What follows belongs to an exercise in optimizing a design on an open flow for small area, a short achievable clock period and few clock cycles; a production flow would make more cautious choices.
At most, simulation tests tie the RTL to the original design; equivalence was not proved.
Function not checked in runs 1 to 3 and 7: the RTL went through the layout flow alone.
No run shown here takes its clock network from TritonCTS; it comes from the design's own scripts or RTL.
The clock input has no modelled driver; a real chip could not lean on it and would need a root buffer or a full tree.
Power is estimated from default activity; no workload was simulated.

<file path="design.v">
module zre_rot (
    input  wire       clk,
    input  wire       rst,
    input  wire       start,
    input  wire [1:0] mode,
    input  wire [4:0] width,      
    input  wire [4:0] height,     
    input  wire       pix_valid,
    input  wire       pix,
    output reg        out_valid,
    output reg  [7:0] out_byte,
    output reg        out_last
);
    reg [1:0]  cfg_mode;
    reg [3:0]  wm1, hm1;           
    reg        busy;               
    reg        in_act;             
    reg [3:0]  ic;                 
    reg [3:0]  oc;                 
    reg        m0_pend;            
    reg        k;                  
    reg [3:0]  p;                  
    reg        s2;                 
    reg [15:0] col [0:15];
    reg        pv, px;
    reg        fresh;
    always @(posedge clk) begin
        pv    <= pix_valid;
        px    <= pix;
        fresh <= start & ~busy;
    end
    wire m_none = (cfg_mode == 2'd0);
    wire m_cw   = (cfg_mode == 2'd1);
    wire m_180  = (cfg_mode == 2'd3);
    wire transp = cfg_mode[0] ^ cfg_mode[1];
    wire in_done = busy & ~in_act;
    wire [3:0] owm1 = transp ? hm1 : wm1;         
    wire [3:0] ohm1 = transp ? wm1 : hm1;         
    wire [3:0] icz = ic ^ {4{m_180}};
    wire [3:0] ic_step = ic ^ {&icz[2:0], &icz[1:0], icz[0], 1'b1};
    wire [3:0] ocz = oc ^ {4{m_cw}};
    wire [3:0] oc_step = oc ^ {&ocz[2:0], &ocz[1:0], ocz[0], 1'b1};
    wire [3:0] pz = p ^ {4{m_cw}};
    wire [3:0] p_step = p ^ {&pz[2:0], &pz[1:0], pz[0], 1'b1};
    wire [3:0] w_m1 = width[3:0] ^ {~|width[2:0], ~|width[1:0], ~width[0], 1'b1};
    wire [3:0] h_m1 = height[3:0] ^ {~|height[2:0], ~|height[1:0], ~height[0], 1'b1};
    wire we      = pv & in_act;
    wire row_end = m_180 ? (ic == 4'd0) : (ic == wm1);
    wire last_y  = m_cw ? (oc == 4'd0) : (oc == hm1);
    wire [3:0] wc = transp ? oc : ic;
    integer i;
    always @(posedge clk) begin
        for (i = 0; i < 16; i = i + 1)
            if (we && wc == i[3:0])
                col[i] <= {col[i][14:0], px};
    end
    wire ready    = m_none ? m0_pend : in_done;
    wire emit     = busy & ready;
    wire row_last = m_cw ? (p == 4'd0) : (p == ohm1);
    wire k_end    = (k == s2);
    wire last_b   = m_none ? in_done : (k_end & row_last);
    reg [7:0] rd;
    integer b;
    always @(*) begin
        for (b = 0; b < 8; b = b + 1) begin
            rd[7 - b] = k ? col[8 + b][p] : col[b][p];
            if (!((~k & owm1[3]) | (b[2:0] <= owm1[2:0])))
                rd[7 - b] = 1'b0;
        end
    end
    always @(posedge clk) begin
        if (rst) begin
            busy      <= 1'b0;
            in_act    <= 1'b0;
            m0_pend   <= 1'b0;
            out_valid <= 1'b0;
        end else begin
            out_valid <= emit;
            m0_pend   <= we & m_none & ((ic[2:0] == 3'd7) | row_end);
            if (!busy) begin
                busy   <= start;
                in_act <= start;
            end else begin
                if (we && row_end && last_y) in_act <= 1'b0;
                if (emit && last_b) busy <= 1'b0;
            end
        end
    end
    always @(posedge clk) begin
        out_byte <= rd;
        out_last <= last_b;
        if (!busy) begin
            cfg_mode <= mode;
            wm1      <= w_m1;
            hm1      <= h_m1;
            k        <= 1'b0;
        end else if (fresh) begin
            ic       <= m_180 ? wm1 : 4'd0;
            oc       <= m_cw ? hm1 : 4'd0;
            p        <= m_cw ? wm1 : 4'd0;
            s2       <= transp ? hm1[3] : wm1[3];
        end else begin
            if (we) begin
                ic <= row_end ? (m_180 ? wm1 : 4'd0) : ic_step;
                if (row_end)
                    oc <= oc_step;
                if (m_none) k <= ic[3];
            end
            if (emit && !m_none) begin
                k <= ~k & s2;
                if (k_end)
                    p <= p_step;
            end
        end
    end
endmodule
</file>
<file path="standard.sh">
#!/bin/bash
# synth_recipe.tcl (not shown) runs the flow's synth.tcl, then flattens the netlist and writes it again
# the make line also repeats each setting of config.mk as NAME=value (left out here)
make -C /OpenROAD-flow-scripts/flow DESIGN_CONFIG=/design/flow/config.mk WORK_HOME=/design/flow/orfs CLKGATE_MAP_FILE= SYNTH_SCRIPT=/design/flow/synth_recipe.tcl "${@:-finish}"
</file>
<file path="flow/run.sh">
#!/bin/bash
# The standard ORFS layout (standard.sh: standard synthesis, floorplan,
# placement, CTS, routing) with a few settings of its steps changed:
#  - port buffers are plain buffers (buf_2) instead of the delay cells that
#    buffer_ports picks by itself,
#  - the clock tree is a balanced two-level tree of clkbuf_16 built by
#    flow/manual_cts.tcl (PRE_CTS_TCL) instead of TritonCTS,
#  - repair_timing aims at 7.25 ns of setup slack on the design's 10 ns clock
#    (the SDC is the standard flow's, unchanged).
# make's full output goes to standard.log; ORFS keeps each step's log under
# orfs/logs/.
set -euo pipefail
cat >> config.mk <<EOC
export BUFFER_PORTS_ARGS = -buffer_cell sky130_fd_sc_hd__buf_2
export PRE_CTS_TCL = $PWD/flow/manual_cts.tcl
export SETUP_SLACK_MARGIN = 7.25
EOC
bash standard.sh > standard.log 2>&1
</file>
<file path="config.mk">
export PLATFORM = sky130hd
export DESIGN_NAME = zre_rot
export DESIGN_NICKNAME = zre_rot
export VERILOG_FILES = /design/flow/design.v
export SDC_FILE = /design/flow/constraint.sdc
export NUM_CORES = 4
export LEC_CHECK = 0
export CAP_MARGIN = 5
export CORE_MARGIN = 2
export CORE_UTILIZATION = 65
export PLACE_DENSITY = 0.75
export SLEW_MARGIN = 5
export SYNTH_MEMORY_MAX_BITS = 4096
export BUFFER_PORTS_ARGS = -buffer_cell sky130_fd_sc_hd__buf_2
export PRE_CTS_TCL = /design/flow/flow/manual_cts.tcl
export SETUP_SLACK_MARGIN = 7.25
</file>
<file path="constraint.sdc">
create_clock -name core_clock -period 10.0 [get_ports {clk}]
set_input_delay 2.0000 -clock core_clock [delete_from_list [all_inputs] [get_ports {clk}]]
set_output_delay 2.0000 -clock core_clock [all_outputs]
set_load 0.01 [all_outputs]
</file>
<file path="flow/manual_cts.tcl">
# Clock tree for this design, used in place of TritonCTS (sourced as
# PRE_CTS_TCL by ORFS's cts.tcl, it replaces the clock_tree_synthesis command).
#
# Two buffer levels, both balanced: the register clock pins are split into
# NB2 clusters of (nearly) equal size by k-means, each driven by one leaf
# buffer at the cluster's centre; the leaf buffers are split the same way
# into NB1 groups, each driven by one mid buffer that the clock port drives.
# The clock port thus drives NB1 (<= 4) buffer inputs.
# Two-level clock tree: port -> NB1 mid buffers -> NB2 leaf buffers -> register clock pins.
proc kmeans {pts nb iters} {
  # pts: list of {x y}; returns list of assignments and centres
  set n [llength $pts]
  set sorted [lsort -real -index 0 $pts]
  set cx {}; set cy {}
  for {set k 0} {$k < $nb} {incr k} {
    set s [lindex $sorted [expr {int(($k + 0.5) * $n / $nb)}]]
    lappend cx [lindex $s 0]; lappend cy [lindex $s 1]
  }
  for {set iter 0} {$iter < $iters} {incr iter} {
    set assign {}
    foreach s $pts {
      set best 0; set bd 1e30
      for {set k 0} {$k < $nb} {incr k} {
        set d [expr {hypot([lindex $s 0]-[lindex $cx $k], [lindex $s 1]-[lindex $cy $k])}]
        if {$d < $bd} {set bd $d; set best $k}
      }
      lappend assign $best
    }
    set sx [lrepeat $nb 0.0]; set sy [lrepeat $nb 0.0]; set cnt [lrepeat $nb 0]
    foreach s $pts a $assign {
      lset sx $a [expr {[lindex $sx $a] + [lindex $s 0]}]
      lset sy $a [expr {[lindex $sy $a] + [lindex $s 1]}]
      lset cnt $a [expr {[lindex $cnt $a] + 1}]
    }
    for {set k 0} {$k < $nb} {incr k} {
      if {[lindex $cnt $k] > 0} {
        lset cx $k [expr {[lindex $sx $k] / [lindex $cnt $k]}]
        lset cy $k [expr {[lindex $sy $k] / [lindex $cnt $k]}]
      }
    }
  }
  return [list $assign $cx $cy $cnt]
}


proc balance {pts nb la lcx lcy lcnt extra} {
  # rebalance: greedy capacity-limited assignment to the k-means centres,
  # then recentre, a few rounds
  set n [llength $pts]
  set cap [expr {($n + $nb - 1) / $nb + $extra}]
  for {set round 0} {$round < 6} {incr round} {
    set triples {}
    set i 0
    foreach s $pts {
      for {set k 0} {$k < $nb} {incr k} {
        lappend triples [list [expr {hypot([lindex $s 0]-[lindex $lcx $k], [lindex $s 1]-[lindex $lcy $k])}] $i $k]
      }
      incr i
    }
    set la [lrepeat $n -1]
    set lcnt [lrepeat $nb 0]
    foreach t [lsort -real -index 0 $triples] {
      lassign $t d i k
      if {[lindex $la $i] >= 0 || [lindex $lcnt $k] >= $cap} continue
      lset la $i $k
      lset lcnt $k [expr {[lindex $lcnt $k] + 1}]
    }
    set sx [lrepeat $nb 0.0]; set sy [lrepeat $nb 0.0]
    foreach s $pts a $la {
      lset sx $a [expr {[lindex $sx $a] + [lindex $s 0]}]
      lset sy $a [expr {[lindex $sy $a] + [lindex $s 1]}]
    }
    for {set k 0} {$k < $nb} {incr k} {
      if {[lindex $lcnt $k] > 0} {
        lset lcx $k [expr {[lindex $sx $k] / [lindex $lcnt $k]}]
        lset lcy $k [expr {[lindex $sy $k] / [lindex $lcnt $k]}]
      }
    }
  }
  return [list $la $lcx $lcy $lcnt]
}

proc add_buf {block master name in_net cx cy} {
  set inst [odb::dbInst_create $block $master $name]
  set net [odb::dbNet_create $block "${name}_net"]
  $net setSigType CLOCK
  [$inst findITerm A] connect $in_net
  [$inst findITerm X] connect $net
  $inst setLocation [expr {int($cx)}] [expr {int($cy)}]
  $inst setPlacementStatus PLACED
  return $net
}

proc manual_cts2 {nb1 nb2 midbuf leafbuf} {
  set db [ord::get_db]
  set block [ord::get_db_block]
  set clk_net [$block findNet clk]
  $clk_net setSigType CLOCK
  set sinks {}; set pts {}
  foreach it [$clk_net getITerms] {
    set bb [[$it getInst] getBBox]
    lappend sinks $it
    lappend pts [list [expr {([$bb xMin]+[$bb xMax])/2.0}] [expr {([$bb yMin]+[$bb yMax])/2.0}]]
  }
  lassign [kmeans $pts $nb2 60] la lcx lcy lcnt
  lassign [balance $pts $nb2 $la $lcx $lcy $lcnt 1] la lcx lcy lcnt
  puts "manual_cts2: leaf cluster sizes $lcnt"
  set lpts {}
  for {set k 0} {$k < $nb2} {incr k} { lappend lpts [list [lindex $lcx $k] [lindex $lcy $k]] }
  lassign [kmeans $lpts $nb1 60] ma mcx mcy mcnt
  lassign [balance $lpts $nb1 $ma $mcx $mcy $mcnt 0] ma mcx mcy mcnt
  puts "manual_cts2: mid cluster sizes $mcnt"
  set mm [$db findMaster $midbuf]
  set lm [$db findMaster $leafbuf]
  for {set m 0} {$m < $nb1} {incr m} {
    set mnet($m) [add_buf $block $mm "clkbuf_mid_$m" $clk_net [lindex $mcx $m] [lindex $mcy $m]]
  }
  for {set k 0} {$k < $nb2} {incr k} {
    set lnet($k) [add_buf $block $lm "clkbuf_leaf_$k" $mnet([lindex $ma $k]) [lindex $lcx $k] [lindex $lcy $k]]
  }
  foreach it $sinks a $la {
    $it disconnect
    $it connect $lnet($a)
  }
}

set ::mcts_nb1 4
set ::mcts_nb2 12
rename clock_tree_synthesis __tritoncts_clock_tree_synthesis
proc clock_tree_synthesis {args} {
  manual_cts2 $::mcts_nb1 $::mcts_nb2 sky130_fd_sc_hd__clkbuf_16 sky130_fd_sc_hd__clkbuf_16
}
</file>
==> results of run 1 <==
## flip-flops by register name (all words and copies together), names as in the netlist, 2 cells and up
register,cells
col,256
out_byte,8
hm1,4
ic,4
oc,4
p,4
wm1,4
cfg_mode,2
## worst min-delay path by stage
stage / to / cells past startpoint / start / slack [ns]
after global routing: col[5][5]$_DFFE_PP_ / 0 / col[5][4]$_DFFE_PP_ / 0.46
after detailed placement: col[12][7]$_DFFE_PP_ / 0 / col[12][6]$_DFFE_PP_ / 0.43
after CTS: col[3][13]$_DFFE_PP_ / 0 / col[3][12]$_DFFE_PP_ / 0.43
after global placement: col[3][2]$_DFFE_PP_ / 0 / col[3][1]$_DFFE_PP_ / 0.42
final: col[6][8]$_DFFE_PP_ / 0 / col[6][7]$_DFFE_PP_ / 0.44
after floorplan: col[11][1]$_DFFE_PP_ / 0 / col[11][0]$_DFFE_PP_ / 0.42
## routing by layer
metal / global-route usage (%) / vias up / wire length, um
met2: 37.59 / 233 / 11100
li1: - / 2781 / -
met4: 4.158 / 0 / 480
met3: 2.004 / 31 / 1223
met5: 0 / - / 0
met1: 35.80 / 3278 / 9886
## report_power, final
group / total, uW / switching [uW] / internal (uW)
clock: 626 / 337 / 289
sequential: 1380 / 19.7 / 1360
combinational: 179 / 99.0 / 80.5
total: 2180 / 455 / 1730
## placed cells by master (no fill, tap or decap), types with 10 or more instances in the layout
cell type and instances:
inv_1 18, mux2i_1 25, a21oi_1 19, nor2_1 42, xnor2_1 13, nor3_1 10
dfxtp_1 12, a22oi_1 10, mux4_2 53, nor2b_1 11, edfxtp_1 279, o21ai_0 16
clkbuf_16 16, buf_4 21, nand2_1 34, buf_2 16
## final cells by class
type                       instances  area (sq um)
sequential                       296          8727
multi-input combinational        334          3181
buffer                            16         400.4
inverter                          26         102.6
timing repair buffer              49         406.6
fill                            1091          5044
tap                              229         286.5
## cell families after synthesis
family	synth area share [%]
AND/OR/NAND/NOR	4.768
XOR/XNOR	1.370
AO/OA/AOI/OAI	5.088
adder cells (fa/ha/maj)	0.8239
buffers and inverters	2.637
flip-flops	71.76
multiplexers	13.55
## through the flow
stage                     utilization, %  worst slack (ns)  cells  hold WS [ns]  total power, uW
after floorplan                        -             7.206    695        0.4172             1524
after global placement             68.79             6.783    927        0.4213             1567
after detailed placement           68.79             6.838    927        0.4278             1572
after CTS                          71.66             7.185    945        0.4324             2072
after global routing               72.21             7.211    950        0.4583             2252
final                              72.21             7.234    950        0.4408             2185
## what timing repair did
item / 4_1_cts / 5_1_grt
pin swaps: 6 / 0
setup buffers: 2 / 5
resized for setup: 24 / 11
setup endpoints to repair: 43 / 28
hold buffers: 0 / 0
==> impl_metrics.json, run 1 <==
{
  "r2r-start": "cfg_mode[0]$_DFFE_PN_",
  "fin_crit_sh_pct": 27.66,
  "dr_total_vias": 6323,
  "ant_nets": 0,
  "antenna-diode-count": 0,
  "final_layout_size_suffix_gt1_share_pct": 19.97,
  "grt.overflow.total": 0,
  "placement.io_buffers": 24,
  "cpPeakStageDelay_ns": 0.33,
  "antenna_found_initial": 0,
  "startpoint_type": "flip-flop",
  "dieArea_sq_um": 19800,
  "synth_ff_type": "edfxtp_1",
  "p_leak_uw": 0.004219,
  "status": "no timing/DRC/antenna violations",
  "first_pass_iters": 5,
  "yosysTopAreaCellShare_pct": 68.96,
  "grt_pass1_wl_um": 35890,
  "die_w_um": 140.7,
  "slowest_stage": "dfxtp_1",
  "ios": 27,
  "synth.area.top_cells": "edfxtp_1 69%, mux4_2 9.8%, dfxtp_1 2.8%, mux2i_1 2.1%, nor2_1 1.4%",
  "path_buf_inv": 1,
  "p_per_area_nw_per_um2": 166.7,
  "crit_type": "reg2out",
  "rsz0062_at_grt": "true",
  "fmax_ghz": 0.3616,
  "drv_cap": 0,
  "final_cell_area_sq_um": 13100,
  "worstSetupEndpointType": "primary output",
  "wl_per_cell_um": 23.89,
  "syn2layout_area_growth_pct": 7.858,
  "critPathTopFamily": "flip-flops",
  "cp_max_fo": 1,
  "netlist_instances": 695,
  "dr.first_iter.drc_count": 729,
  "gp_congestion": 0.8764,
  "setup_violations": 0,
  "critical_path.endpoint": "out_valid",
  "post_dp_cell_area_sq_um": 12480,
  "cts.clk_slew.worst_paths_ns": 0.10,
  "totalWireLength_um": 22690,
  "period_minus_slack_ns": 2.766,
  "async_reset_ff_share_pct": 0,
  "grt_pass1_vias": 6369,
  "synthesis.nets": 720,
  "grt_max_degree": 65,
  "syn-cell-area_sq_um": 12150,
  "dp_hpwl_um": 14120,
  "yosys_register_bits": 296,
  "yosys_warnings": 2,
  "ys_seq_area_share_pct": 71.76,
  "reg2reg_depth": 6,
  "cp_cell_sequence": "buf_2",
  "cp-startpoint": "out_valid$_SDFF_PP0_",
  "yosys.area.top_type": "edfxtp_1",
  "crit_cells": 1,
  "synth_common_cells": "279 x edfxtp_1, 53 x mux4_2, 45 x nor2_1, 35 x nand2_1, 25 x mux2i_1",
  "fp.dieH_um": 140.7,
  "yosysUniqueCellTypes": 50,
  "relSlewSlack_pct": 41.72,
  "critical_path_required_ns": 8.00,
  "avgSynthCellArea_sq_um": 17.48,
  "num_rows": 49,
  "worstHoldPathType": "reg2reg",
  "clkLatencyLatePin_ns": 0.31,
  "tns_ns": 0,
  "clock-skew-final_ns": 0.02438,
  "regToRegSetupSlack_ns": 7.42,
  "synth_edf_count": 279,
  "nets": 748,
  "via_per_inst": 6.656,
  "worst_pin_slew_ns": 0.8723,
  "grt_use_total_pct": 23.10,
  "cp.arrival_ns": 0.77,
  "regToRegEndpoint": "col[6][7]$_DFFE_PP_",
  "final_hold_viol_count": 0,
  "vdd_drop_max_mv": 0.2092,
  "start_util_pct": 66.95,
  "drv_slew": 0,
  "drc": 0,
  "core_region_area_sq_um": 18150,
  "synth_most_common_cell": "edfxtp_1"
}
==> run 2: changes to the inputs <==
--- a/flow/run.sh
+++ b/flow/run.sh
@@ -5,7 +5,7 @@
 #    buffer_ports picks by itself,
 #  - the clock tree is a balanced two-level tree of clkbuf_16 built by
 #    flow/manual_cts.tcl (PRE_CTS_TCL) instead of TritonCTS,
-#  - repair_timing aims at 7.25 ns of setup slack on the design's 10 ns clock
+#  - repair_timing aims at 7.0 ns of setup slack on the design's 10 ns clock
 #    (the SDC is the standard flow's, unchanged).
 # make's full output goes to standard.log; ORFS keeps each step's log under
 # orfs/logs/.
@@ -13,6 +13,6 @@
 cat >> config.mk <<EOC
 export BUFFER_PORTS_ARGS = -buffer_cell sky130_fd_sc_hd__buf_2
 export PRE_CTS_TCL = $PWD/flow/manual_cts.tcl
-export SETUP_SLACK_MARGIN = 7.25
+export SETUP_SLACK_MARGIN = 7.0
 EOC
 bash standard.sh > standard.log 2>&1
--- a/config.mk
+++ b/config.mk
@@ -13,4 +13,4 @@
 export SYNTH_MEMORY_MAX_BITS = 4096
 export BUFFER_PORTS_ARGS = -buffer_cell sky130_fd_sc_hd__buf_2
 export PRE_CTS_TCL = /design/flow/flow/manual_cts.tcl
-export SETUP_SLACK_MARGIN = 7.25
+export SETUP_SLACK_MARGIN = 7.0
==> run 2 against run 1 <==
Sequential power is essentially flat. Synthesized cell count is the same. Clock power decreased by 2%. Clock skew is 0.0068 ns lower. Power decreased by 1.2%. Worst setup slack worse by 0.024 ns. Sequential share of layout area grew 0.95 points. Hold slack improved by 0.0047 ns. Area after synthesis did not move. Highest routed layer unchanged. Critical endpoint is now out_byte[1]$_SDFF_PN0_. Via count fell by 0.14%. Critical path depth grew 5. Largest power group unchanged.
==> impl_metrics.json, run 2 <==
{
  "status": "no timing/DRC/antenna violations",
  "top_usage_layer": "met2",
  "p_int_uw": 1719,
  "largest_register": "col",
  "final_hold_viol_count": 0,
  "ys_seq_area_share_pct": 71.76,
  "period_minus_slack_ns": 2.789,
  "synth_edf_count": 279,
  "synth_common_cells": "279 x edfxtp_1, 53 x mux4_2, 45 x nor2_1, 35 x nand2_1, 25 x mux2i_1",
  "clkLatencyLatePin_ns": 0.31,
  "p_comb_share_pct": 7.6,
  "startpoint_type": "flip-flop",
  "avgSynthCellArea_sq_um": 17.48,
  "totalWireLength_um": 22910,
  "num_rows": 49,
  "syn-cell-area_sq_um": 12150,
  "final_layout_size_suffix_gt1_share_pct": 16.88,
  "syn2layout_area_growth_pct": 6.282,
  "ant_nets": 0,
  "reg_top3": "col: 256 flops, out_byte: 8 flops",
  "drv_cap": 0,
  "p_leak_uw": 0.004182,
  "die_w_um": 140.7,
  "vdd_drop_max_mv": 0.1548,
  "cp_cell_sequence": "buf_8 > mux4_2 > mux2i_1 > nor2_1 > a2111oi_0 > a2111oi_0",
  "slowest_stage": "edfxtp_1",
  "yosysTopAreaCellShare_pct": 68.96,
  "grt_use_total_pct": 23.56,
  "worstSetupEndpointType": "flip-flop",
  "via_per_inst": 6.674,
  "worstHoldPathType": "reg2reg",
  "p_per_area_nw_per_um2": 167.2,
  "nets": 744,
  "cp.arrival_ns": 2.93,
  "core_region_area_sq_um": 18150,
  "clock-skew-final_ns": 0.01755,
  "antenna-diode-count": 0,
  "clock_power_share_pct": 28.3,
  "crit_type": "reg2reg",
  "placement.io_buffers": 24,
  "multi_input_area_sq_um": 3113,
  "dp_hpwl_um": 14410,
  "setup_violations": 0,
  "grt.overflow.total": 0,
  "final_cell_mix": "279 x edfxtp_1, 53 x mux4_2, 45 x nor2_1",
  "drv_slew": 0,
  "met3_usage_pct": 2.955,
  "async_reset_ff_share_pct": 0,
  "regArea_sq_um": 8722,
  "stdcell_count": 946,
  "wl_per_cell_um": 24.22,
  "dr.first_iter.drc_count": 621,
  "seqPwrFrac_pct": 64.0,
  "drc": 0,
  "use_met2_pct": 37.00,
  "yosys.area.top_type": "edfxtp_1",
  "synth_most_common_cell": "edfxtp_1",
  "critical_path_required_ns": 10.14,
  "fillers": 1139,
  "gp_congestion": 0.9298,
  "synth.area.top_cells": "edfxtp_1 69%, mux4_2 9.8%, dfxtp_1 2.8%, mux2i_1 2.1%, nor2_1 1.4%",
  "met1_usage_pct": 36.30,
  "relSlewSlack_pct": 45.00,
  "worst_pin_slew_ns": 0.8232,
  "power.switching_uw": 439.8,
  "antenna_found_initial": 0,
  "netlist_instances": 695,
  "start_util_pct": 66.95,
  "synth_ff_type": "edfxtp_1",
  "cp_max_fo": 61,
  "layout_commonest_cell": "edfxtp_1",
  "rsz0062_at_grt": "false",
  "cpMostUsedCell": "a2111oi_0",
  "dp_cells": 930,
  "fp.dieH_um": 140.7,
  "fmax_ghz": 0.3585,
  "grt_pass1_vias": 6481,
  "tns_ns": 0,
  "grt_pass1_wl_um": 36600,
  "cts.clk_slew.worst_paths_ns": 0.09,
  "sw_frac_of_total_pct": 20.38,
  "first_pass_iters": 5,
  "grt_max_degree": 62,
  "yosys_warnings": 2,
  "yosys_register_bits": 296,
  "yosysUniqueCellTypes": 50,
  "fin_crit_sh_pct": 27.89,
  "ios": 27,
  "largest_register_ffs": 256,
  "dieArea_sq_um": 19800,
  "dr_total_vias": 6314,
  "synthesis.nets": 720,
  "cpPeakStageDelay_ns": 0.82
}
## run 2: cell counts after synthesis
No cell type changed its count.
## run 2: worst paths after layout
kind,cells past startpoint,slack (ns),startpoint,endpoint
max,6,7.21,p[0]$_DFFE_PP_,out_byte[1]$_SDFF_PN0_
min reg2reg,0,0.45,col[12][12]$_DFFE_PP_,col[12][13]$_DFFE_PP_
max reg2reg,6,7.21,p[0]$_DFFE_PP_,out_byte[1]$_SDFF_PN0_
min,0,0.45,col[12][12]$_DFFE_PP_,col[12][13]$_DFFE_PP_
## run 2: timing repair
item,in CTS,in global routing
hold buffers,0,0
buffers inserted,0,0
cloned,0,0
resized for setup,2,5
setup endpoints to repair,1,33
## run 2: power groups by stage
| stage | registers (uW) | clock network (uW) | logic (uW) |
|---|---|---|---|
| 2_1_floorplan | 1400 | 0 | 124 |
| 3_3_place_gp | 1410 | 0 | 160 |
| 3_5_place_dp | 1410 | 0 | 163 |
| 4_1_cts | 1410 | 493 | 164 |
| 5_1_grt | 1380 | 667 | 180 |
| 6_report | 1380 | 612 | 165 |
## run 2: cell families (layout without fill, tap and decap cells)
family / after synthesis / after routing / synth area share, %
DFF: 296 / 296 / 71.76
xor gates and xnor gates: 19 / 19 / 1.370
muxes: 88 / 88 / 13.55
adders and majority gates: 8 / 8 / 0.8239
AOI/OAI and AO/OA: 92 / 92 / 5.088
buffers and inverters: 65 / 87 / 2.637
and+or+nand+nor: 127 / 127 / 4.768
## run 2: per-stage QoR
stage / instance area [sq um] / hold slack (ns) / setup slack [ns] / total power, uW / utilization [%]
6_report: 12910 / 0.4456 / 7.211 / 2159 / 71.15
5_1_grt: 12910 / 0.4526 / 7.056 / 2232 / 71.15
4_1_cts: 12900 / 0.4301 / 7.067 / 2068 / 71.10
3_5_place_dp: 12490 / 0.4301 / 6.914 / 1573 / 68.85
3_3_place_gp: 12490 / 0.4232 / 6.851 / 1568 / 68.85
2_1_floorplan: 12150 / 0.4172 / 7.206 / 1523 / -
## run 2: per-layer routing
metal  vias up  part of all wire (%)
li1       2774                     -
met3        50                   6.7
met4         0                   3.2
met1      3223                    43
met5         -                     0
met2       267                    47
## run 2: critical path, delay by kind of cell (launching register included)
kind,cells,cell delay (ns)
buffers and inverters,1,0.51
DFF,1,0.82
and+or+nand+nor,1,0.11
muxes,2,0.39
AOI/OAI and AO/OA,2,0.72
## run 2: final cells by class
| class | count | area share [%] |
|---|---|---|
| multi-input cells | 334 | 24.11 |
| repair buffers | 45 | 2.267 |
| plain buffers | 16 | 3.101 |
| flip-flops and latches | 296 | 67.55 |
| inverters | 26 | 0.7558 |
| well taps | 229 | 2.219 |
==> run 3: changes to the inputs <==
--- a/flow/run.sh
+++ b/flow/run.sh
@@ -5,7 +5,7 @@
 #    buffer_ports picks by itself,
 #  - the clock tree is a balanced two-level tree of clkbuf_16 built by
 #    flow/manual_cts.tcl (PRE_CTS_TCL) instead of TritonCTS,
-#  - repair_timing aims at 7.0 ns of setup slack on the design's 10 ns clock
+#  - repair_timing aims at 7.15 ns of setup slack on the design's 10 ns clock
 #    (the SDC is the standard flow's, unchanged).
 # make's full output goes to standard.log; ORFS keeps each step's log under
 # orfs/logs/.
@@ -13,6 +13,6 @@
 cat >> config.mk <<EOC
 export BUFFER_PORTS_ARGS = -buffer_cell sky130_fd_sc_hd__buf_2
 export PRE_CTS_TCL = $PWD/flow/manual_cts.tcl
-export SETUP_SLACK_MARGIN = 7.0
+export SETUP_SLACK_MARGIN = 7.15
 EOC
 bash standard.sh > standard.log 2>&1
--- a/config.mk
+++ b/config.mk
@@ -13,4 +13,4 @@
 export SYNTH_MEMORY_MAX_BITS = 4096
 export BUFFER_PORTS_ARGS = -buffer_cell sky130_fd_sc_hd__buf_2
 export PRE_CTS_TCL = /design/flow/flow/manual_cts.tcl
-export SETUP_SLACK_MARGIN = 7.0
+export SETUP_SLACK_MARGIN = 7.15
==> run 3 against run 2 <==
Still clean. Final cell count up 0.53%. Combinational power up 3%. Critical path depth down 5. Sequential power about the same. Global-route usage up 0.10 points. Flip-flop and latch count unchanged. Routed wire length down 0.14%. Via count up 0.44%. Clock skew up 0.0018 ns. Hold slack worse by 0.00065 ns. Largest cell class unchanged.
==> impl_metrics.json, run 3 <==
{
  "clock-skew-final_ns": 0.01934,
  "dieArea_sq_um": 19800,
  "nets": 749,
  "drv_slew": 0,
  "rsz0062_at_grt": "false",
  "antenna-diode-count": 0,
  "p_leak_uw": 0.004202,
  "tns_ns": 0,
  "hold_path_depth": 0,
  "synth_top_family_by_area": "multiplexers",
  "path_buf_inv": 1,
  "critical_path_required_ns": 8.00,
  "dr.first_iter.drc_count": 739,
  "cp_cell_sequence": "buf_2",
  "gp_congestion": 0.9298,
  "start_util_pct": 66.95,
  "critPathTopFamily": "flip-flops",
  "synth_edf_count": 279,
  "totalWireLength_um": 22880,
  "grt_max_degree": 62,
  "grt_use_total_pct": 23.66,
  "fin_crit_sh_pct": 27.71,
  "grt_pass1_vias": 6506,
  "yosysUniqueCellTypes": 50,
  "core_region_area_sq_um": 18150,
  "synth-adder-area-share_pct": 0.8239,
  "num_rows": 49,
  "worstHoldPathType": "reg2reg",
  "crit_type": "reg2out",
  "worstSetupEndpointType": "primary output",
  "layout_commonest_cell": "edfxtp_1",
  "multi_input_area_sq_um": 3164,
  "yosys.area.top_type": "edfxtp_1",
  "period_minus_slack_ns": 2.771,
  "final_hold_viol_count": 0,
  "yosys_register_bits": 296,
  "die_w_um": 140.7,
  "placement.io_buffers": 24,
  "final_layout_size_suffix_gt1_share_pct": 18.70,
  "synth_most_common_cell": "edfxtp_1",
  "yosysTopAreaCellShare_pct": 68.96,
  "final_util_pct": 71.67,
  "relSlewSlack_pct": 45.59,
  "yosys_warnings": 2,
  "synth_ff_type": "edfxtp_1",
  "fillers": 1122,
  "fmax_ghz": 0.3609,
  "antenna_found_initial": 0,
  "yosys.area_share.xor_xnor_pct": 1.370,
  "reg_top3": "col: 256 flops, out_byte: 8 flops",
  "worst_pin_slew_ns": 0.8145,
  "first_pass_iters": 5,
  "drv_cap": 0,
  "syn-cell-area_sq_um": 12150,
  "p_per_area_nw_per_um2": 166.3,
  "cp_max_fo": 1,
  "drc": 0,
  "reg2reg_depth": 6,
  "netlist_instances": 695,
  "cp.arrival_ns": 0.77,
  "synth.mux.area_fraction_pct": 13.55,
  "clkLatencyLatePin_ns": 0.31,
  "status": "no timing/DRC/antenna violations",
  "setup_violations": 0,
  "ys_seq_area_share_pct": 71.76,
  "regArea_sq_um": 8722,
  "synth_common_cells": "279 x edfxtp_1, 53 x mux4_2, 45 x nor2_1, 35 x nand2_1, 25 x mux2i_1",
  "async_reset_ff_share_pct": 0,
  "syn2layout_area_growth_pct": 7.054,
  "vdd_drop_max_mv": 0.1553,
  "largest_register_ffs": 256,
  "synth.area.top_cells": "edfxtp_1 69%, mux4_2 9.8%, dfxtp_1 2.8%, mux2i_1 2.1%, nor2_1 1.4%",
  "slowest_stage": "dfxtp_1",
  "dr_total_vias": 6342,
  "cpPeakStageDelay_ns": 0.32,
  "crit_cells": 1,
  "synth-simple-area-share_pct": 4.768,
  "dp_hpwl_um": 14410,
  "avgSynthCellArea_sq_um": 17.48,
  "ios": 27,
  "wl_per_cell_um": 24.05,
  "via_per_inst": 6.669,
  "fp.dieH_um": 140.7,
  "cts.clk_slew.worst_paths_ns": 0.09,
  "grt.overflow.total": 0,
  "ant_nets": 0,
  "largest_register": "col",
  "grt_pass1_wl_um": 36760,
  "synthesis.nets": 720,
  "startpoint_type": "flip-flop",
  "synth_compound_area_share_pct": 5.088,
  "final_cell_mix": "279 x edfxtp_1, 53 x mux4_2, 45 x nor2_1"
}
==> run 3: cell counts after synthesis <==
Identical to the previous run, type by type.
==> run 3: per-layer routing <==
layer / global-route usage, % / up-vias / routed length (um)
met5: 0 / - / 0
met4: 6.053 / 0 / 679
met3: 2.955 / 46 / 1674
met2: 37.33 / 270 / 10810
met1: 36.31 / 3235 / 9707
li1: - / 2791 / -
==> run 3: worst paths after layout <==
| path | startpoint | to | slack, ns |
|---|---|---|---|
| setup / recovery | out_byte[7]$_SDFF_PN0_ | out_byte[7] | 7.23 |
| hold reg to reg | col[13][6]$_DFFE_PP_ | col[13][7]$_DFFE_PP_ | 0.44 |
| hold / removal | col[13][6]$_DFFE_PP_ | col[13][7]$_DFFE_PP_ | 0.44 |
| setup reg to reg | cfg_mode[0]$_DFFE_PN_ | out_byte[5]$_SDFF_PN0_ | 7.46 |
==> run 3: timing repair <==
item | 4_1_cts | 5_1_grt
setup endpoints to repair | 11 | 132
gates cloned | 0 | 0
gates resized for setup | 14 | 7
setup buffers | 0 | 5
hold endpoints to repair | 0 | 0
pin swaps | 2 | 0
hold buffers | 0 | 0
==> run 3: logic make-up (layout without fill, tap and decap cells) <==
group | after synthesis | in the layout
buffers and inverters | 65 | 92
adder cells (fa/ha/maj) | 8 | 8
flip-flops | 296 | 296
multiplexers | 88 | 88
AND/OR/NAND/NOR | 127 | 127
AO/OA/AOI/OAI | 92 | 92
XOR/XNOR | 19 | 19
==> run 3: power breakdown <==
group          internal, uW  leakage [uW]  switching, uW
clock                   288      0.000197            324
sequential             1360       0.00267           21.3
combinational          73.8       0.00134           96.4
total                  1720       0.00420            442
==> run 3: through the flow <==
| stage | cells | setup slack, ns | power [uW] | cell area (sq um) | hold slack (ns) |
|---|---|---|---|---|---|
| after floorplan | 695 | 7.206 | 1523 | 12150 | 0.4172 |
| after global placement | 930 | 6.851 | 1568 | 12490 | 0.4232 |
| after detailed placement | 930 | 6.914 | 1573 | 12490 | 0.4301 |
| after CTS | 946 | 7.148 | 2070 | 12950 | 0.4301 |
| after global routing | 951 | 7.209 | 2237 | 13010 | 0.4526 |
| final | 951 | 7.229 | 2163 | 13010 | 0.4449 |
==> run 3: layout make-up <==
class,count,share of cell area (%)
sequential,296,67.06
timing repair buffer,50,2.578
multi-input combinational,334,24.33
inverter,26,0.7504
buffer,16,3.078
tap,229,2.203
==> run 4: changes to the inputs <==
--- a/design.v
+++ b/design.v
@@ -19,7 +19,6 @@
     reg [3:0]  oc;                 
     reg        m0_pend;            
     reg        k;                  
-    reg [3:0]  p;                  
     reg        s2;                 
     reg [15:0] col [0:15];
     reg        pv, px;
@@ -40,8 +39,6 @@
     wire [3:0] ic_step = ic ^ {&icz[2:0], &icz[1:0], icz[0], 1'b1};
     wire [3:0] ocz = oc ^ {4{m_cw}};
     wire [3:0] oc_step = oc ^ {&ocz[2:0], &ocz[1:0], ocz[0], 1'b1};
-    wire [3:0] pz = p ^ {4{m_cw}};
-    wire [3:0] p_step = p ^ {&pz[2:0], &pz[1:0], pz[0], 1'b1};
     wire [3:0] w_m1 = width[3:0] ^ {~|width[2:0], ~|width[1:0], ~width[0], 1'b1};
     wire [3:0] h_m1 = height[3:0] ^ {~|height[2:0], ~|height[1:0], ~height[0], 1'b1};
     wire we      = pv & in_act;
@@ -56,7 +53,8 @@
     end
     wire ready    = m_none ? m0_pend : in_done;
     wire emit     = busy & ready;
-    wire row_last = m_cw ? (p == 4'd0) : (p == ohm1);
+    wire [3:0] p  = oc & {4{~m_none}};            
+    wire row_last = m_cw ? (oc == 4'd0) : (oc == ohm1);
     wire k_end    = (k == s2);
     wire last_b   = m_none ? in_done : (k_end & row_last);
     reg [7:0] rd;
@@ -97,19 +95,18 @@
         end else if (fresh) begin
             ic       <= m_180 ? wm1 : 4'd0;
             oc       <= m_cw ? hm1 : 4'd0;
-            p        <= m_cw ? wm1 : 4'd0;
             s2       <= transp ? hm1[3] : wm1[3];
         end else begin
             if (we) begin
                 ic <= row_end ? (m_180 ? wm1 : 4'd0) : ic_step;
                 if (row_end)
-                    oc <= oc_step;
+                    oc <= last_y ? (m_cw ? wm1 : 4'd0) : oc_step;
                 if (m_none) k <= ic[3];
             end
             if (emit && !m_none) begin
                 k <= ~k & s2;
                 if (k_end)
-                    p <= p_step;
+                    oc <= oc_step;
             end
         end
     end
--- a/config.mk
+++ b/config.mk
@@ -5,6 +5,7 @@
 export SDC_FILE = /design/flow/constraint.sdc
 export NUM_CORES = 4
 export LEC_CHECK = 0
+export ABC_AREA = 1
 export CAP_MARGIN = 5
 export CORE_MARGIN = 2
 export CORE_UTILIZATION = 65
==> run 4 against run 3 <==
Final area grew 1.8%. Critical path depth did not move. Die area up 3.5%. Sequential share of layout area down 2.1 points. Combinational power rose by 48%. First-iteration DRC count increased by 8.9%. Area after synthesis is 3.6% higher. Clock power up 1%. Global-route usage rose by 0.23 points. Clock skew is 0.0052 ns higher. Synthesized cell count rose by 49%. Core utilization decreased by 1.4 points. Largest power group unchanged. Highest routed layer unchanged.
==> impl_metrics.json, run 4 <==
{
  "status": "no timing/DRC/antenna violations",
  "setup_violations": 0,
  "dp_hpwl_um": 14800,
  "antenna-diode-count": 0,
  "cpPeakStageDelay_ns": 0.34,
  "vdd_drop_max_mv": 0.1399,
  "reg_top3": "col: 256 flops, out_byte: 8 flops",
  "p_int_uw": 1718,
  "synth.area.top_cells": "edfxtp_1 66%, o211ai_1 5.0%, nand2_1 4.9%, nand3_1 2.9%, nor2_1 2.8%",
  "postCtsSetupBuffers": 0,
  "clock-skew-final_ns": 0.02454,
  "syn-cell-area_sq_um": 12590,
  "p_leak_uw": 0.004657,
  "yosys_warnings": 2,
  "drc": 0,
  "ys_seq_area_share_pct": 68.32,
  "layout_commonest_cell": "edfxtp_1",
  "power.switching_uw": 523.1,
  "ant_nets": 0,
  "cts.clk_slew.worst_paths_ns": 0.09,
  "syn2layout_area_growth_pct": 5.199,
  "relSlewSlack_pct": 31.95,
  "dr.first_iter.drc_count": 805,
  "final_util_pct": 70.31,
  "regToRegSetupSlack_ns": 7.41,
  "final_cell_mix": "275 x edfxtp_1, 164 x nand2_1, 90 x nor2_1",
  "dieArea_sq_um": 20490,
  "yosys_register_bits": 292,
  "wl_per_cell_um": 18.94,
  "worst_pin_slew_ns": 1.018,
  "grt_pass1_vias": 7509,
  "gp_congestion": 0.9421,
  "synth_edf_count": 275,
  "fin_crit_sh_pct": 27.59,
  "slowest_stage": "dfxtp_1",
  "synth_ff_type": "edfxtp_1",
  "seqPwrFrac_pct": 61.2,
  "largest_register_ffs": 256,
  "largest_register": "col",
  "critPathTopFamily": "flip-flops",
  "async_reset_ff_share_pct": 0,
  "cp_cell_sequence": "buf_2",
  "via_per_inst": 6.036,
  "grt_pass1_wl_um": 39050,
  "tns_ns": 0,
  "final_layout_size_suffix_gt1_share_pct": 14.46,
  "cp_max_fo": 1,
  "fmax_ghz": 0.3624,
  "dr_total_vias": 7829,
  "rsz0062_at_grt": "false",
  "synth_common_cells": "275 x edfxtp_1, 164 x nand2_1, 94 x nor2_1, 84 x o211ai_1, 74 x nand3_1",
  "num_rows": 50,
  "path_buf_inv": 1,
  "grt_max_degree": 73,
  "synth_most_common_cell": "edfxtp_1",
  "core_region_area_sq_um": 18830,
  "antenna_found_initial": 0,
  "avgSynthCellArea_sq_um": 12.15,
  "drv_cap": 0,
  "sw_frac_of_total_pct": 23.34,
  "yosys.area.top_type": "edfxtp_1",
  "critical_path_required_ns": 8.00,
  "grt.overflow.total": 0,
  "fp.dieH_um": 143.2,
  "cp.arrival_ns": 0.76,
  "stdcell_count": 1297,
  "p_per_area_nw_per_um2": 169.3,
  "clock_power_share_pct": 27.6,
  "cts_hold_buf": 0,
  "ios": 27,
  "p_comb_share_pct": 11.2,
  "worstHoldPathType": "reg2reg",
  "nets": 1064,
  "drv_slew": 0,
  "grt_use_total_pct": 23.90,
  "first_pass_iters": 6,
  "yosysUniqueCellTypes": 42,
  "placement.io_buffers": 24,
  "dp_cells": 1280,
  "worstSetupEndpointType": "primary output",
  "startpoint_type": "flip-flop",
  "synthesis.nets": 1061,
  "start_util_pct": 66.84,
  "crit_type": "reg2out",
  "die_w_um": 143.2,
  "yosysTopAreaCellShare_pct": 65.61,
  "netlist_instances": 1036,
  "period_minus_slack_ns": 2.759,
  "final_hold_viol_count": 0,
  "totalWireLength_um": 24560,
  "clkLatencyLatePin_ns": 0.31
}
==> run 4: worst reg2reg max path, stage by stage (launching register included) <==
cell,delay (ns)
dfxtp_4,0.54
inv_4,0.56
buf_6,0.56
o21ai_0,0.23
o211ai_1,0.21
nand3_1,0.11
nand3_1,0.13
nand2_1,0.07
nor2_1,0.14
==> run 4: cells by family (layout without fill, tap and decap cells) <==
| kind of cell | count (synthesis) | after routing | synth area share [%] |
|---|---|---|---|
| xor gates and xnor gates | 9 | 9 | 0.6263 |
| buffers and inverters | 108 | 108 | 4.772 |
| AOI/OAI and AO/OA | 224 | 224 | 11.47 |
| DFF | 292 | 292 | 68.32 |
| and+or+nand+nor | 395 | 396 | 14.02 |
| adders and majority gates | 8 | 8 | 0.7953 |
==> run 4: metal layers <==
metal  global-route usage, %  vias up  part of all wire [%]
met4                   5.263        0                   2.4
met3                   1.442       38                   5.7
met1                   36.01     3809                    45
li1                        -     3731                     -
met5                       0        -                     0
met2                   39.16      251                    47
==> run 4: power by group through the flow <==
| stage | Combinational [uW] | Sequential (uW) | Clock [uW] |
|---|---|---|---|
| after floorplan | 182 | 1390 | 0 |
| after global placement | 238 | 1400 | 0 |
| after detailed placement | 242 | 1400 | 0 |
| after CTS | 246 | 1400 | 490 |
| after global routing | 279 | 1370 | 669 |
| final | 251 | 1370 | 619 |
==> run 4: worst paths after layout <==
check	startpoint	end	cells after the start
hold / removal	col[5][2]$_DFFE_PP_	col[5][3]$_DFFE_PP_	0
hold reg to reg	col[5][2]$_DFFE_PP_	col[5][3]$_DFFE_PP_	0
setup / recovery	out_byte[3]$_SDFF_PN0_	out_byte[3]	1
setup reg to reg	k$_SDFFE_PN0P_	out_byte[4]$_SDFF_PN0_	8
==> run 4: what timing repair did <==
item	4_1_cts	5_1_grt
resized for setup	15	4
hold endpoints to repair	0	0
pin swaps	3	1
endpoints found under the setup margin	73	72
gates cloned	0	1
==> run 4: layout make-up <==
type                       count  area (sq um)
buffer                        16         400.4
fill                        1343          5590
inverter                      51         201.4
multi-input combinational    637          3456
sequential                   292          8602
tap                          260         325.3
timing repair buffer          41         255.2
==> run 4: through the flow <==
| stage | hold WS (ns) | setup slack [ns] | power, uW | instance area [sq um] |
|---|---|---|---|---|
| 2_1_floorplan | 0.4174 | 7.208 | 1575 | 12590 |
| 4_1_cts | 0.4244 | 7.154 | 2136 | 13210 |
| 3_5_place_dp | 0.4244 | 6.889 | 1641 | 12760 |
| 3_3_place_gp | 0.4208 | 7.041 | 1636 | 12760 |
| 6_report | 0.4386 | 7.241 | 2241 | 13240 |
| 5_1_grt | 0.4558 | 7.156 | 2323 | 13240 |
Testbench counts of run 4, summed over its fixed seeds: cycles 94,156.
==> run 5: changes to the inputs <==
--- a/config.mk
+++ b/config.mk
@@ -5,7 +5,6 @@
 export SDC_FILE = /design/flow/constraint.sdc
 export NUM_CORES = 4
 export LEC_CHECK = 0
-export ABC_AREA = 1
 export CAP_MARGIN = 5
 export CORE_MARGIN = 2
 export CORE_UTILIZATION = 65
==> run 5 against run 4 <==
Power down 0.60%. Core utilization grew 1.1 points. Clock skew shrank 0.0035 ns. Still clean on timing, DRC and antenna. Routed wire length fell by 10%. Critical endpoint is now out_byte[5]. Final cell count decreased by 29%. Sequential power about the same. Register-to-register slack got worse by 0.13 ns. Clock power decreased by 1%.
==> impl_metrics.json, run 5 <==
{
  "slowest_stage": "dfxtp_1",
  "cpPeakStageDelay_ns": 0.32,
  "drv_cap": 0,
  "largest_register": "col",
  "clock-skew-final_ns": 0.02102,
  "final_cell_mix": "275 x edfxtp_1, 52 x mux4_2, 31 x nand2_1",
  "reg_top3": "col: 256 flops, out_byte: 8 flops",
  "dp_hpwl_um": 14250,
  "vdd_drop_max_mv": 0.1292,
  "grt_pass1_wl_um": 34960,
  "gp_congestion": 0.8409,
  "dpl_worst_slack_ns": 6.494,
  "clkLatencyLatePin_ns": 0.31,
  "grt_max_degree": 47,
  "yosys.area_share.xor_xnor_pct": 1.371,
  "critical_path_required_ns": 8.00,
  "async_reset_ff_share_pct": 0,
  "tns_ns": 0,
  "layout_commonest_cell": "edfxtp_1",
  "yosys_warnings": 2,
  "rsz0062_at_grt": "true",
  "drc": 0,
  "fp.dieH_um": 140.6,
  "grt.overflow.total": 0,
  "core_region_area_sq_um": 18150,
  "startpoint_type": "flip-flop",
  "synth_common_cells": "275 x edfxtp_1, 52 x mux4_2, 36 x nor2_1, 31 x nand2_1, 20 x inv_1",
  "ys_seq_area_share_pct": 70.85,
  "worstHoldPathType": "reg2reg",
  "yosysUniqueCellTypes": 64,
  "ant_nets": 0,
  "cp_max_fo": 1,
  "start_util_pct": 66.88,
  "crit_type": "reg2out",
  "synth_edf_count": 275,
  "syn-cell-area_sq_um": 12140,
  "synthesis.nets": 704,
  "yosys_register_bits": 292,
  "synth.mux.area_fraction_pct": 14.15,
  "drv_slew": 0,
  "worst_pin_slew_ns": 1.014,
  "setup_violations": 0,
  "synth_top_family_by_area": "multiplexers",
  "cp_cell_sequence": "buf_2",
  "yosys.area.top_type": "edfxtp_1",
  "via_per_inst": 6.689,
  "netlist_instances": 679,
  "cp.arrival_ns": 0.76,
  "first_pass_iters": 5,
  "dieArea_sq_um": 19780,
  "final_hold_viol_count": 0,
  "dr.first_iter.drc_count": 511,
  "nets": 723,
  "synth-adder-area-share_pct": 0.8247,
  "synth_ff_type": "edfxtp_1",
  "largest_register_ffs": 256,
  "path_buf_inv": 1,
  "grt_pass1_vias": 6268,
  "status": "no timing/DRC/antenna violations",
  "avgSynthCellArea_sq_um": 17.87,
  "ios": 27,
  "dr_total_vias": 6187,
  "syn2layout_area_growth_pct": 6.783,
  "setup_ws_ns": 7.241,
  "synth_compound_area_share_pct": 4.330,
  "postCtsSetupBuffers": 0,
  "fin_crit_sh_pct": 27.59,
  "fmax_ghz": 0.3624,
  "yosysTopAreaCellShare_pct": 68.04,
  "antenna_found_initial": 0,
  "worstSetupEndpointType": "primary output",
  "synth-simple-area-share_pct": 5.887,
  "placement.io_buffers": 24,
  "final_layout_size_suffix_gt1_share_pct": 20.55,
  "cts.clk_slew.worst_paths_ns": 0.10,
  "synth.area.top_cells": "edfxtp_1 68%, mux4_2 9.6%, dfxtp_1 2.8%, mux4_1 2.6%, nor2_1 1.1%",
  "p_per_area_nw_per_um2": 171.9,
  "grt_use_total_pct": 22.47,
  "wl_per_cell_um": 23.82,
  "antenna-diode-count": 0,
  "num_rows": 49,
  "relSlewSlack_pct": 32.28,
  "p_leak_uw": 0.004183,
  "synth_most_common_cell": "edfxtp_1",
  "totalWireLength_um": 22040,
  "period_minus_slack_ns": 2.759,
  "die_w_um": 140.6,
  "critPathTopFamily": "flip-flops"
}
-- run 5: cell count changes in the layout (fill, tap and decap cells not counted), moves of 47 or more --
cell / change
nand3_1: -59
or2_2: -47
o21ai_0: -55
o211ai_1: -75
nand2_1: -133
nor2_1: -61
mux4_2: +52
-- run 5: kinds of logic after synthesis --
logic type,Yosys count
AOI/OAI and AO/OA,76
xor gates and xnor gates,19
adders and majority gates,8
buffers and inverters,59
DFF,292
muxes,86
and+or+nand+nor,139
-- run 5: final cells by class --
class                           instances  area, sq um
Sequential cell                       292         8600
Fill cell                            1099         5187
Multi-Input combinational cell        328         3308
Buffer                                 16        400.4
Tap cell                              229        286.5
Timing Repair Buffer                   39        282.8
Inverter                               21        82.58
-- run 5: layer usage --
metal	part of all wire, %	GRT usage (%)	vias up	routed length, um
met5	0	0	-	0
met4	2.8	5.421	0	609
met3	5.4	2.140	46	1183
met2	49	37.05	211	10870
met1	43	33.56	3186	9376
li1	-	-	2744	-
-- run 5: power breakdown --
part	internal (uW)	leakage, uW	switching [uW]
sequential	1350	0.00263	27.3
combinational	111	0.00136	132
clock	288	0.000197	324
-- run 5: worst paths after layout --
path                            cells past startpoint  slack (ns)                    from                      to
worst min-delay path                                0        0.45     col[5][6]$_DFFE_PP_     col[5][7]$_DFFE_PP_
worst max-delay path                                1        7.24  out_byte[5]$_SDFF_PN0_             out_byte[5]
worst max register to register                      9        7.28   cfg_mode[0]$_DFFE_PN_  out_byte[1]$_SDFF_PN0_
worst min register to register                      0        0.45     col[5][6]$_DFFE_PP_     col[5][7]$_DFFE_PP_
-- run 5: stage by stage --
step | total power (uW) | hold WS (ns) | std cells | cell area [sq um] | util, %
floorplan | 1569 | 0.4172 | 679 | 12140 | -
global placement | 1627 | 0.4246 | 907 | 12420 | 68.44
detailed placement | 1633 | 0.4255 | 907 | 12420 | 68.44
CTS | 2130 | 0.4255 | 923 | 12900 | 71.07
global route | 2302 | 0.4555 | 925 | 12960 | 71.41
finish | 2228 | 0.4459 | 925 | 12960 | 71.41
-- run 5: timing repair --
item / in CTS / in global routing
gates cloned: 0 / 1
hold buffers: 0 / 0
endpoints found under the setup margin: 137 / 82
resized for setup: 22 / 5
pin swaps: 5 / 0
==> run 6: changes to the inputs <==
--- a/flow/manual_cts.tcl
+++ b/flow/manual_cts.tcl
@@ -125,7 +125,7 @@
 }
 
 set ::mcts_nb1 4
-set ::mcts_nb2 12
+set ::mcts_nb2 13
 rename clock_tree_synthesis __tritoncts_clock_tree_synthesis
 proc clock_tree_synthesis {args} {
   manual_cts2 $::mcts_nb1 $::mcts_nb2 sky130_fd_sc_hd__clkbuf_16 sky130_fd_sc_hd__clkbuf_16
==> run 6 against run 5 <==
Clock power rose by 3%. Worst setup slack got worse by 0.0090 ns. Clock skew rose by 0.033 ns. Final cell count did not move.
==> impl_metrics.json, run 6 <==
{
  "synth.area.top_cells": "edfxtp_1 68%, mux4_2 9.6%, dfxtp_1 2.8%, mux4_1 2.6%, nor2_1 1.1%",
  "final_layout_size_suffix_gt1_share_pct": 20.69,
  "sw_frac_of_total_pct": 21.49,
  "startpoint_type": "flip-flop",
  "syn-cell-area_sq_um": 12140,
  "seqPwrFrac_pct": 61.2,
  "fmax_ghz": 0.3612,
  "p_comb_share_pct": 10.8,
  "critPathTopFamily": "flip-flops",
  "grt_pass1_vias": 6295,
  "wl_per_cell_um": 23.78,
  "drc": 0,
  "worstSetupEndpointType": "primary output",
  "crit_type": "reg2out",
  "synthesis.nets": 704,
  "status": "no timing/DRC/antenna violations",
  "antenna_found_initial": 0,
  "postCtsSetupBuffers": 0,
  "start_util_pct": 66.88,
  "synth_common_cells": "275 x edfxtp_1, 52 x mux4_2, 36 x nor2_1, 31 x nand2_1, 20 x inv_1",
  "num_rows": 49,
  "fp.dieH_um": 140.6,
  "relSlewSlack_pct": 36.83,
  "yosys.area.top_type": "edfxtp_1",
  "async_reset_ff_share_pct": 0,
  "largest_register_ffs": 256,
  "clock-skew-final_ns": 0.05431,
  "grt_use_total_pct": 22.50,
  "totalWireLength_um": 22000,
  "clkLatencyLatePin_ns": 0.32,
  "ios": 27,
  "reg_top3": "col: 256 flops, out_byte: 8 flops",
  "layout_commonest_cell": "edfxtp_1",
  "drv_cap": 0,
  "dp_hpwl_um": 14250,
  "hold_slack_ns": 0.4305,
  "dr_total_vias": 6197,
  "ys_seq_area_share_pct": 70.85,
  "netlist_instances": 679,
  "ant_nets": 0,
  "nets": 723,
  "synth_most_common_cell": "edfxtp_1",
  "drv_slew": 0,
  "p_leak_uw": 0.004190,
  "setup_violations": 0,
  "power.switching_uw": 482.3,
  "p_per_area_nw_per_um2": 172.9,
  "gp_congestion": 0.8409,
  "core_region_area_sq_um": 18150,
  "final_hold_viol_count": 0,
  "hp-start": "col[14][0]$_DFFE_PP_",
  "critical_path_required_ns": 8.00,
  "r2r-start": "cfg_mode[0]$_DFFE_PN_",
  "min_to": "col[14][1]$_DFFE_PP_",
  "crit_cells": 1,
  "reg2reg_depth": 5,
  "yosys_register_bits": 292,
  "dieArea_sq_um": 19780,
  "grt_max_degree": 47,
  "dr.first_iter.drc_count": 467,
  "cpPeakStageDelay_ns": 0.33,
  "grt_pass1_wl_um": 35020,
  "rsz0062_at_grt": "true",
  "fillers": 1103,
  "yosysTopAreaCellShare_pct": 68.04,
  "regToRegEndpoint": "col[14][0]$_DFFE_PP_",
  "clock_power_share_pct": 28.1,
  "slowest_stage": "dfxtp_1",
  "avgSynthCellArea_sq_um": 17.87,
  "cts.clk_slew.worst_paths_ns": 0.09,
  "worstHoldPathType": "reg2reg",
  "first_pass_iters": 6,
  "antenna-diode-count": 0,
  "worst_pin_slew_ns": 0.9455,
  "post_dp_cell_area_sq_um": 12420,
  "placement.io_buffers": 24,
  "regArea_sq_um": 8600,
  "cp_max_fo": 1,
  "yosysUniqueCellTypes": 64,
  "yosys_warnings": 2,
  "period_minus_slack_ns": 2.768,
  "multi_input_area_sq_um": 3311,
  "grt.overflow.total": 0,
  "vdd_drop_max_mv": 0.1400,
  "via_per_inst": 6.699,
  "hold_path_depth": 0,
  "fin_crit_sh_pct": 27.68,
  "p_int_uw": 1762,
  "cp_cell_sequence": "buf_2",
  "die_w_um": 140.6,
  "largest_register": "col",
  "cp.arrival_ns": 0.77,
  "regToRegSetupSlack_ns": 7.26,
  "final_cell_mix": "275 x edfxtp_1, 52 x mux4_2, 31 x nand2_1",
  "synth_ff_type": "edfxtp_1",
  "tns_ns": 0,
  "syn2layout_area_growth_pct": 6.948,
  "synth_edf_count": 275,
  "final_cell_area_sq_um": 12980,
  "path_buf_inv": 1
}
[run 6: cell counts after synthesis]
Identical to the previous run, type by type.
[run 6: cell families after synthesis]
kind of cell | synth area share [%]
DFF | 70.85
xor gates and xnor gates | 1.371
buffers and inverters | 2.588
muxes | 14.15
and+or+nand+nor | 5.887
AOI/OAI and AO/OA | 4.330
adders and majority gates | 0.8248
[run 6: final cells by class]
type                            instances  area share (%)
Timing Repair Buffer                   38           2.121
Inverter                               21          0.6362
Buffer                                 17           3.277
Sequential cell                       292           66.25
Tap cell                              229           2.207
Multi-Input combinational cell        328           25.51
[run 6: how the worst max path moves through the flow]
stage / from / to / slack [ns]
floorplan: height[0] / hm1[3]$_DFFE_PN_ / 7.21
global placement: cfg_mode[0]$_DFFE_PN_ / out_byte[1]$_SDFF_PN0_ / 6.51
detailed placement: cfg_mode[0]$_DFFE_PN_ / out_byte[4]$_SDFF_PN0_ / 6.49
CTS: cfg_mode[0]$_DFFE_PN_ / out_byte[4]$_SDFF_PN0_ / 7.15
global route: cfg_mode[0]$_DFFE_PN_ / col[13][6]$_DFFE_PP_ / 7.12
finish: out_byte[5]$_SDFF_PN0_ / out_byte[5] / 7.23
[run 6: power by group through the flow]
stage,Clock (uW),Combinational (uW),Sequential [uW]
after floorplan,0,180,1390
after global placement,0,229,1400
after detailed placement,0,233,1400
after CTS,510,239,1400
after global routing,684,262,1380
final,630,242,1370
[run 6: layer usage]
metal | routed length (um) | up-vias | global-route usage, % | share of wire, %
met2 | 10880 | 199 | 37.18 | 49
met5 | 0 | - | 0 | 0
met1 | 9582 | 3213 | 34.04 | 44
met4 | 499 | 0 | 5.105 | 2.3
met3 | 1031 | 39 | 1.664 | 4.7
li1 | - | 2746 | - | -
[run 6: stage by stage]
step / setup WS, ns / util (%) / cells / total power (uW)
floorplan: 7.208 / - / 679 / 1569
global placement: 6.509 / 68.44 / 907 / 1627
detailed placement: 6.494 / 68.44 / 907 / 1633
CTS: 7.152 / 71.24 / 924 / 2150
global route: 7.119 / 71.53 / 925 / 2323
finish: 7.232 / 71.53 / 925 / 2244
[run 6: timing repair]
action,in CTS,in global routing
resized for setup,24,5
cloned,0,1
endpoints found under the setup margin,137,38
hold buffers,0,0
hold endpoints to repair,0,0
pin swaps,5,0
==> run 7: changes to the inputs <==
--- a/design.v
+++ b/design.v
@@ -19,7 +19,6 @@
     reg [3:0]  oc;                 
     reg        m0_pend;            
     reg        k;                  
-    reg        s2;                 
     reg [15:0] col [0:15];
     reg        pv, px;
     reg        fresh;
@@ -35,6 +34,7 @@
     wire in_done = busy & ~in_act;
     wire [3:0] owm1 = transp ? hm1 : wm1;         
     wire [3:0] ohm1 = transp ? wm1 : hm1;         
+    wire       s2   = owm1[3];                    
     wire [3:0] icz = ic ^ {4{m_180}};
     wire [3:0] ic_step = ic ^ {&icz[2:0], &icz[1:0], icz[0], 1'b1};
     wire [3:0] ocz = oc ^ {4{m_cw}};
@@ -95,7 +95,6 @@
         end else if (fresh) begin
             ic       <= m_180 ? wm1 : 4'd0;
             oc       <= m_cw ? hm1 : 4'd0;
-            s2       <= transp ? hm1[3] : wm1[3];
         end else begin
             if (we) begin
                 ic <= row_end ? (m_180 ? wm1 : 4'd0) : ic_step;
--- a/flow/manual_cts.tcl
+++ b/flow/manual_cts.tcl
@@ -125,7 +125,7 @@
 }
 
 set ::mcts_nb1 4
-set ::mcts_nb2 13
+set ::mcts_nb2 12
 rename clock_tree_synthesis __tritoncts_clock_tree_synthesis
 proc clock_tree_synthesis {args} {
   manual_cts2 $::mcts_nb1 $::mcts_nb2 sky130_fd_sc_hd__clkbuf_16 sky130_fd_sc_hd__clkbuf_16
==> run 7 against run 6 <==
Critical path type unchanged. Critical path depth is the same. Worst setup slack lost 0.017 ns. Via count grew 0.79%. Fmax shrank 0.59%. Still clean. Critical endpoint is now out_byte[2].
==> impl_metrics.json, run 7 <==
{
  "synthesis.nets": 698,
  "path_buf_inv": 1,
  "netlist_instances": 673,
  "worst_pin_slew_ns": 0.7986,
  "antenna-diode-count": 0,
  "cp.arrival_ns": 0.78,
  "post_dp_cell_area_sq_um": 12290,
  "clock-skew-final_ns": 0.03183,
  "dp_hpwl_um": 14230,
  "worstHoldPathType": "reg2reg",
  "antenna_found_initial": 0,
  "regToRegEndpoint": "out_byte[0]$_SDFF_PN0_",
  "async_reset_ff_share_pct": 0,
  "fp.dieH_um": 140.1,
  "synth.area.top_cells": "edfxtp_1 68%, mux4_2 11%, dfxtp_1 2.8%, mux4_1 2.0%, nand2_1 1.3%",
  "fmax_ghz": 0.3591,
  "largest_register_ffs": 256,
  "die_w_um": 140.1,
  "crit_cells": 1,
  "startpoint_type": "flip-flop",
  "cpPeakStageDelay_ns": 0.35,
  "placement.io_buffers": 24,
  "rsz0062_at_grt": "true",
  "final_cell_mix": "274 x edfxtp_1, 60 x mux4_2, 43 x nand2_1",
  "final_cell_area_sq_um": 12910,
  "fin_crit_sh_pct": 27.85,
  "cp_max_fo": 1,
  "syn-cell-area_sq_um": 12040,
  "core_region_area_sq_um": 18090,
  "critPathTopFamily": "flip-flops",
  "critical_path.endpoint": "out_byte[2]",
  "final_hold_viol_count": 0,
  "dr_total_vias": 6246,
  "ys_seq_area_share_pct": 71.18,
  "cts.clk_slew.worst_paths_ns": 0.09,
  "grt_max_degree": 45,
  "ios": 27,
  "synth_most_common_cell": "edfxtp_1",
  "relSlewSlack_pct": 46.57,
  "largest_register": "col",
  "cts_hold_buf": 0,
  "dieArea_sq_um": 19620,
  "drc": 0,
  "cp-startpoint": "out_byte[2]$_SDFF_PN0_",
  "grt_pass1_wl_um": 34750,
  "dr.first_iter.drc_count": 575,
  "num_rows": 49,
  "synth_ff_type": "edfxtp_1",
  "ant_nets": 0,
  "period_minus_slack_ns": 2.785,
  "status": "no timing/DRC/antenna violations",
  "first_pass_iters": 19,
  "critical_path_required_ns": 8.00,
  "p_per_area_nw_per_um2": 171.7,
  "clkLatencyLatePin_ns": 0.31,
  "start_util_pct": 66.56,
  "yosys.area.top_type": "edfxtp_1",
  "tns_ns": 0,
  "grt_use_total_pct": 22.60,
  "yosys_warnings": 2,
  "reg2reg_depth": 6,
  "cp_cell_sequence": "buf_2",
  "yosysTopAreaCellShare_pct": 68.35,
  "p_leak_uw": 0.004211,
  "vdd_drop_max_mv": 0.1300,
  "final_util_pct": 71.40,
  "layout_commonest_cell": "edfxtp_1",
  "yosysUniqueCellTypes": 57,
  "gp_congestion": 0.8538,
  "avgSynthCellArea_sq_um": 17.89,
  "worstSetupEndpointType": "primary output",
  "crit_type": "reg2out",
  "totalWireLength_um": 22410,
  "final_layout_size_suffix_gt1_share_pct": 22.40,
  "syn2layout_area_growth_pct": 7.275,
  "grt.overflow.total": 0,
  "r2r-start": "oc[2]$_DFFE_PP_",
  "regToRegSetupSlack_ns": 7.23,
  "drv_slew": 0,
  "synth_common_cells": "274 x edfxtp_1, 60 x mux4_2, 43 x nand2_1, 40 x nor2_1",
  "via_per_inst": 6.716,
  "nets": 728,
  "reg_top3": "col: 256 flops, out_byte: 8 flops",
  "hold_path_depth": 0,
  "wl_per_cell_um": 24.09,
  "slowest_stage": "dfxtp_1",
  "drv_cap": 0,
  "setup_violations": 0,
  "synth_edf_count": 274,
  "yosys_register_bits": 291,
  "grt_pass1_vias": 6100
}
[run 7: cell types whose count changed in the layout (fill, tap and decap cells not counted), moves of 4 or more]
cell,delta
buf_4,+14
mux4_2,+8
nand2_1,+12
nand3b_1,-4
o22ai_1,-9
nor2_1,+6
nor3_1,-4
nor3b_1,-6
o211ai_1,-8
a21oi_1,+4
mux2_2,-6
a221oi_1,+5
[run 7: through the flow]
step	worst slack [ns]	std cells	hold WS, ns	power, uW
5_1_grt	7.132	930	0.4374	2292
4_1_cts	7.160	919	0.4309	2119
2_1_floorplan	7.178	673	0.4172	1563
3_5_place_dp	6.426	898	0.4309	1618
3_3_place_gp	6.474	898	0.4196	1612
6_report	7.215	930	0.4422	2217
[run 7: cell type report]
type | instances | area (sq um)
sequential | 291 | 8569
fill | 1112 | 5172
multi-input combinational | 323 | 3252
buffer | 16 | 400.4
timing repair buffer | 51 | 330.3
tap | 229 | 286.5
inverter | 20 | 75.07
[run 7: how the worst min path moves through the flow]
stage	slack (ns)	from	endpoint
after floorplan	0.42	col[11][0]$_DFFE_PP_	col[11][1]$_DFFE_PP_
after global placement	0.42	col[1][2]$_DFFE_PP_	col[1][3]$_DFFE_PP_
after detailed placement	0.43	col[6][1]$_DFFE_PP_	col[6][2]$_DFFE_PP_
after CTS	0.43	col[6][1]$_DFFE_PP_	col[6][2]$_DFFE_PP_
after global routing	0.44	col[7][5]$_DFFE_PP_	col[7][6]$_DFFE_PP_
final	0.44	col[7][5]$_DFFE_PP_	col[7][6]$_DFFE_PP_
[run 7: layer usage]
layer | global-route usage [%] | up-vias | part of all wire, %
met3 | 2.701 | 29 | 7.1
met1 | 34.19 | 3237 | 42
met4 | 4.466 | 0 | 1.8
li1 | - | 2715 | -
met5 | 0 | - | 0
met2 | 36.95 | 265 | 49
[run 7: cells by family after synthesis]
family	share of synthesized area [%]
adder cells (fa/ha/maj)	0.8315
AND/OR/NAND/NOR	5.405
buffers and inverters	2.837
flip-flops	71.18
XOR/XNOR	1.455
multiplexers	14.39
AO/OA/AOI/OAI	3.908
[run 7: what timing repair did]
action | 4_1_cts | 5_1_grt
setup buffers | 3 | 11
pin swaps | 5 | 1
gates resized for setup | 17 | 5
setup endpoints to repair | 122 | 19
gates cloned | 2 | 0
[run 7: report_power, final]
part	switching (uW)	internal, uW	leakage, uW	total (uW)
sequential	27.6	1340	0.00262	1370
clock	319	288	0.000197	607
combinational	130	111	0.00139	241
total	477	1740	0.00421	2220

[re-timing with driven ports]
In the flow no input, the clock included, has a driving cell. The finished layouts below were timed again as built, in two steps.
Step 1, drivers: a clkbuf_16 drives clk and a buf_2 each remaining input, both assumed.
Step 2 moves the port delays by t, midway between the first and last clock arrival at a register: inputs arrive t later, outputs are due t later. That takes back most of the time a late clock gives input paths.
Slacks: ideal / step 1 / step 2; pairs: ideal / step 1.
run	t, ns	setup WS [ns]	latest minus earliest clock arrival (ns)	slew at the worst register clock pin (ns)	worst data-port slew with drivers (ns)
run 1	0.397	7.234 / 7.139 / 7.149	0.026 / 0.026	0.10 / 0.10	0.06
run 2	0.398	7.211 / 7.129 / 7.074	0.019 / 0.018	0.09 / 0.09	0.04
run 3	0.398	7.229 / 7.130 / 7.155	0.021 / 0.020	0.09 / 0.09	0.04
run 4	0.394	7.241 / 7.147 / 7.156	0.027 / 0.026	0.10 / 0.10	0.04
run 5	0.394	7.241 / 7.148 / 7.154	0.022 / 0.023	0.10 / 0.10	0.04
run 6	0.391	7.232 / 7.135 / 7.142	0.054 / 0.054	0.10 / 0.10	0.04
run 7	0.390	7.215 / 7.123 / 7.172	0.032 / 0.032	0.10 / 0.10	0.03
After both steps setup and hold are still met in every run listed. The setup slack of run 2, which loses most, moves by -0.082 ns with the drivers and by -0.137 ns with both steps.
